This design comes from an exercise in tuning for small area, a short achievable clock period and few clock cycles on the open sky130 flow, not from production work. Function was checked by simulation only, so behaviour that the tests miss may differ from the original. Power and IR drop assume default switching activity.

sierra:
// manchester_decoder
module manchester_decoder #(
    parameter integer W           = 16,
    parameter integer NOISE_FLOOR = 64,
    parameter integer N_SAMPLES   = 260
) (
    input  wire          clk,
    input  wire          rst,
    input  wire          op_valid,
    output wire          op_ready,
    input  wire [W+3:0]  op_word,
    output reg           rsp_valid,
    output wire          rsp_ok,
    output wire [39:0]   rsp_data,
    output wire [1:0]    state,
    output wire          cap_en,
    output wire          trig_both,
    output wire          ctr_clear
);
Size: roughly 1800 cells after synthesis, roughly 270 flip-flops, roughly 71 I/O pins, about 17000 sq um of cells after synthesis.
Settings: LEC_CHECK=0, ABC_CLOCK_PERIOD_IN_PS=4500, CAP_MARGIN=20, CORE_MARGIN=2, CORE_UTILIZATION=60, PLACE_DENSITY=0.75, SLEW_MARGIN=20; clock period 10.0 ns.
standard.sh (not shown) runs the stock make flow with config.mk's settings and CLKGATE_MAP_FILE= SYNTH_SCRIPT=/design/flow/synth_recipe.tcl, a recipe that flattens the netlist after the stock synthesis.
==> flow/flow/run.sh <==
#!/bin/bash
set -euo pipefail
export BUFFER_PORTS_ARGS="-buffer_cell sky130_fd_sc_hd__buf_2"
export SETUP_SLACK_MARGIN=5.5
bash standard.sh > standard_flow.log 2>&1
The flow did not stop early for sierra: all stages ran, and the layout cleared the timing, design-rule and antenna checks.
Testbench counts of sierra, summed over its fixed seeds: cycles 16,552.
Input-level comparison between indigo and sierra:
Settings: an added CTS_CLUSTER_SIZE of 12; a change of SLEW_MARGIN from 20 to 5; a change of CORE_UTILIZATION from 60 to 70; an added CTS_BUF_LIST of sky130_fd_sc_hd__clkbuf_8; an added CTS_CLUSTER_DIAMETER of 75; a change of PLACE_DENSITY from 0.75 to 0.85; a change of CAP_MARGIN from 20 to 5.
-- flow/flow/run.sh --
<<< sierra, line 5
>>> indigo, line 5
export CTS_ARGS="-sink_clustering_enable -repair_clock_nets -dont_use_dummy_load -sink_clustering_size 12 -sink_clustering_max_diameter 75 -buf_list sky130_fd_sc_hd__clkbuf_8"
## What came out
Fraction of power spent switching nets (indigo over sierra): increase, 1.5 points
On power of the clock network: between indigo and sierra, it ends up lower for indigo.
Going from sierra to indigo, die area shrank by more than 10%.
Clock-buffer cell count (sierra / indigo): 1.4
Summary of indigo over sierra: met2 usage in global routing +9.4 points; fmax ~0 delta.
Edits applied to the flow inputs when going from indigo to fjord:
Settings: swapping 70 for 40 in CORE_UTILIZATION; clearing CTS_BUF_LIST, which used to be sky130_fd_sc_hd__clkbuf_8; clearing CTS_CLUSTER_DIAMETER, which used to be 75; clearing CTS_CLUSTER_SIZE, which used to be 12; swapping 5 for 20 in CAP_MARGIN; swapping 0.85 for 0.6 in PLACE_DENSITY; swapping 5 for 20 in SLEW_MARGIN.
==> flow/flow/run.sh <==
#!/bin/bash
set -euo pipefail
export BUFFER_PORTS_ARGS="-buffer_cell sky130_fd_sc_hd__buf_2"
export SETUP_SLACK_MARGIN=5.5
bash standard.sh > standard_flow.log 2>&1
==> comparison <==
- fjord finished end to end and its layout was clean on timing, DRC and antenna.
- Diff fjord..indigo | setup violation total in the final timing report | unchanged
- Lower setup slack goes to fjord over indigo.
- Looking at worst setup path startpoint, the op_word[17] result is from indigo; the op_word[18] one comes from fjord.
- [compare] base=indigo new=fjord: die area went up; global-route met2 utilization went down; number of signal-net buffers in the layout went down.
The inputs of onyx differ from those of fjord as listed below.
Settings: CTS_CLUSTER_DIAMETER: unset -> 100; PLACE_DENSITY: 0.6 -> 0.75; CTS_CLUSTER_SIZE: unset -> 20; CTS_BUF_LIST: unset -> sky130_fd_sc_hd__clkbuf_16; CORE_UTILIZATION: 40 -> 60.
==> run summary <==
Compared with fjord, in onyx detailed-router iteration count before antenna repair went down 1, slack of the critical path went down 0.0030 ns, final wirelength went down 6.5%.
Total of fill cells in the finished design | onyx below fjord
Going from fjord to onyx, final area went down by 4.0%, non-clock inverter total of the final layout flat, die area now smaller, global routing usage summed across all routing layers picked up an extra 7.5 points, share of the clock period used by the worst path after layout now sits at about the same level.
--- input diff onyx..zinc ---
Settings: swapping sky130_fd_sc_hd__clkbuf_16 for sky130_fd_sc_hd__clkbuf_8 in CTS_BUF_LIST; swapping 100 for 75 in CTS_CLUSTER_DIAMETER; swapping 20 for 12 in CTS_CLUSTER_SIZE; swapping 60 for 80 in CORE_UTILIZATION; swapping 0.75 for 0.92 in PLACE_DENSITY.
-- flow/flow/run.sh --
<<< onyx, line 5
>>> zinc, line 5
export CTS_ARGS="-sink_clustering_enable -repair_clock_nets -dont_use_dummy_load -sink_clustering_size 12 -sink_clustering_max_diameter 75 -buf_list sky130_fd_sc_hd__clkbuf_8"
--- outcome ---
Every stage of the flow completed for zinc, and the final layout passed the timing, design-rule and antenna checks. Delta (zinc minus onyx): layout buffer count excluding clock buffers went down by 1, via count went up about 7%. Signed area change from the synthesized netlist to the final layout down 1.6 points in zinc wrt onyx. Net count of the finished layout: zinc vs onyx up 8. Changes observed in zinc relative to onyx: hold buffer count at cts flat, power per standard cell area down 3.1 nW/um^2. Utilization ends up lower on onyx.

Starting RTL as in the previous note.
Settings: LEC_CHECK=0, ABC_CLOCK_PERIOD_IN_PS=4500, CAP_MARGIN=20, CORE_MARGIN=2, CORE_UTILIZATION=60, CTS_BUF_LIST=sky130_fd_sc_hd__clkbuf_8, CTS_CLUSTER_DIAMETER=75, CTS_CLUSTER_SIZE=12, PLACE_DENSITY=0.75, SLEW_MARGIN=20; clock period 10.0 ns.
==> flow/flow/run.sh <==
#!/bin/bash
set -euo pipefail
export BUFFER_PORTS_ARGS="-buffer_cell sky130_fd_sc_hd__buf_2"
export SETUP_SLACK_MARGIN=5.5
bash standard.sh > standard_flow.log 2>&1
The first run finished with timing, DRC and antenna clean.
Testbench counts at the start, summed over its fixed seeds: cycles 16,552.
==> next run, changes <==
--- a/flow/flow/run.sh
+++ b/flow/flow/run.sh
@@ -4,0 +5 @@
+export CTS_ARGS="-sink_clustering_enable -repair_clock_nets -dont_use_dummy_load -sink_clustering_size 12 -sink_clustering_max_diameter 75 -buf_list sky130_fd_sc_hd__clkbuf_8"
What happened:
- The new run went through all stages and came out clean
- wire length is lower slightly
- global-route usage hardly moves
- non-clock buffer count does not change
- die area stays the same
- first-iteration DRC count drops slightly
- flip-flop and latch count does not change
- maximum frequency barely changes
- worst setup slack hardly moves
- cell area came out lower slightly
- combinational power hardly moves
- power drops by a few percent

== the reference run ==
Another version of the RTL of manchester_decoder (not shown whole).
Size: about 260 flip-flops.
export LEC_CHECK = 0
export ABC_AREA = 1
export ABC_CLOCK_PERIOD_IN_PS = 4500
export CAP_MARGIN = 20
export CORE_MARGIN = 2
export CORE_UTILIZATION = 40
export PLACE_DENSITY = 0.6
export SLEW_MARGIN = 20
create_clock -name core_clock -period 10.0 [get_ports {clk}]
==> flow/flow/run.sh <==
#!/bin/bash
set -euo pipefail
export BUFFER_PORTS_ARGS="-buffer_cell sky130_fd_sc_hd__buf_2"
export SETUP_SLACK_MARGIN=5.8
bash standard.sh > standard_flow.log 2>&1
The reference run completed end to end with timing, DRC and antenna clean.
Testbench counts of the reference run, summed over its fixed seeds: cycles 16,552.
[inputs] the trial run vs the reference run
--- a/flow/config.mk
+++ b/flow/config.mk
@@ -6,5 +6,4 @@
 export NUM_CORES = 4
 export LEC_CHECK = 0
-export ABC_AREA = 1
 export ABC_CLOCK_PERIOD_IN_PS = 4500
 export CAP_MARGIN = 20
### Flow results
- [the trial run] post-route minimum period fell 0.11 ns relative to the reference run
- The depth of the critical timing path with buffers and inverters included in the trial run sits 3 below the value recorded for the reference run.
- Combinational power (the trial run vs. the reference run) increases by more than 100%
- The routability congestion estimate from global placement number comes out lower for the reference run vs the trial run.
- Per the comparison of the trial run with the reference run, total power shows an increase of 36%; final clock period utilization by the worst path shows a reduction of 1.1 points; number of diodes shows an increase of 1.
- The reference run ended up with the clock network as its heaviest power group; the trial run ended up with sequential cells.

RTL: one of the versions met above, not the one the previous note started from.
For scale: about 1800 cells after synthesis, ~17000 µm² of cells after synthesis.
export LEC_CHECK = 0
export ABC_CLOCK_PERIOD_IN_PS = 4500
export CAP_MARGIN = 20
export CORE_MARGIN = 2
export CORE_UTILIZATION = 70
export CTS_BUF_LIST = sky130_fd_sc_hd__clkbuf_8
export CTS_CLUSTER_DIAMETER = 75
export CTS_CLUSTER_SIZE = 14
export PLACE_DENSITY = 0.85
export SLEW_MARGIN = 20
create_clock -name core_clock -period 10.0 [get_ports {clk}]
==> flow/flow/run.sh <==
#!/bin/bash
set -euo pipefail
export BUFFER_PORTS_ARGS="-buffer_cell sky130_fd_sc_hd__buf_2"
export SETUP_SLACK_MARGIN=5.45
export CTS_ARGS="-sink_clustering_enable -repair_clock_nets -dont_use_dummy_load -sink_clustering_size 14 -sink_clustering_max_diameter 75 -buf_list sky130_fd_sc_hd__clkbuf_8"
bash standard.sh > standard_flow.log 2>&1
Testbench counts at the start, summed over its fixed seeds: cycles 16,552.
Rerun with:
==> flow/flow/run.sh (replaced) <==
#!/bin/bash
set -euo pipefail
export BUFFER_PORTS_ARGS="-buffer_cell sky130_fd_sc_hd__buf_2"
export SETUP_SLACK_MARGIN=5.5
bash standard.sh > standard_flow.log 2>&1
--- a/flow/config.mk
+++ b/flow/config.mk
@@ -12,5 +12,5 @@
 export CTS_BUF_LIST = sky130_fd_sc_hd__clkbuf_8
 export CTS_CLUSTER_DIAMETER = 75
-export CTS_CLUSTER_SIZE = 14
+export CTS_CLUSTER_SIZE = 12
 export PLACE_DENSITY = 0.85
 export SLEW_MARGIN = 20
What happened: Non-clock buffer count increases by 4; setup slack gets better by 19 ps; cell count came out higher by 1.2%; area after synthesis is unchanged; design area rose by 0.91%; routed wire length increases by 0.71%; global-route usage goes up by 0.22 points; core utilization rises by 0.68 points; sequential share of layout area shrinks by 0.35 points; register-to-register slack barely changes; total power climbs by 4.3%.

==> afterwards: timing with drivers on the ports <==
The flow's constraints put no driver on any port. The routed layouts listed below were extracted and timed again, unchanged, in two steps.
Step 1: set_driving_cell puts a clkbuf_16 on clk and a buf_2 on each other input, an assumption about the parent block.
Step 2 adds t to the input delays and takes it off the output delays; t is the mean of the earliest and latest rising clock arrival at the registers after step 1. Input paths then give back, and output paths get back, about the clock's delay inside the block.
a / b / c = no drivers / after step 1 / after step 2; a / b = the first two.
| run | shift t [ns] | slack for setup (ns) | worst hold slack (ns) |
|---|---|---|---|
| sierra | 0.592 | 5.480 / 5.403 / 5.064 | 0.449 / 0.449 / 0.449 |
| indigo | 0.604 | 5.485 / 5.400 / 5.067 | 0.452 / 0.452 / 0.452 |
| fjord | 0.637 | 5.439 / 5.339 / 5.044 | 0.452 / 0.452 / 0.452 |
| onyx | 0.551 | 5.436 / 5.376 / 5.060 | 0.451 / 0.451 / 0.451 |
| zinc | 0.617 | 5.432 / 5.348 / 4.993 | 0.456 / 0.456 / 0.456 |
| the first run of note 2 | 0.609 | 5.473 / 5.397 / 4.998 | 0.451 / 0.451 / 0.451 |
| the second run of note 2 | 0.601 | 5.473 / 5.395 / 5.004 | 0.451 / 0.451 / 0.451 |
| the reference run | 0.595 | 5.410 / 5.367 / 5.367 | 0.468 / 0.468 / 0.468 |
| the trial run | 0.630 | 5.517 / 5.476 / 5.254 | 0.451 / 0.451 / 0.451 |
| the first run of note 4 | 0.593 | 5.465 / 5.377 / 5.006 | 0.445 / 0.445 / 0.445 |
| the second run of note 4 | 0.624 | 5.483 / 5.399 / 5.058 | 0.453 / 0.453 / 0.453 |
After both steps every run listed still meets setup and hold. For the first run of note 2, which loses most, drivers alone change the setup slack by -0.076 ns; drivers and shift together by -0.475 ns.
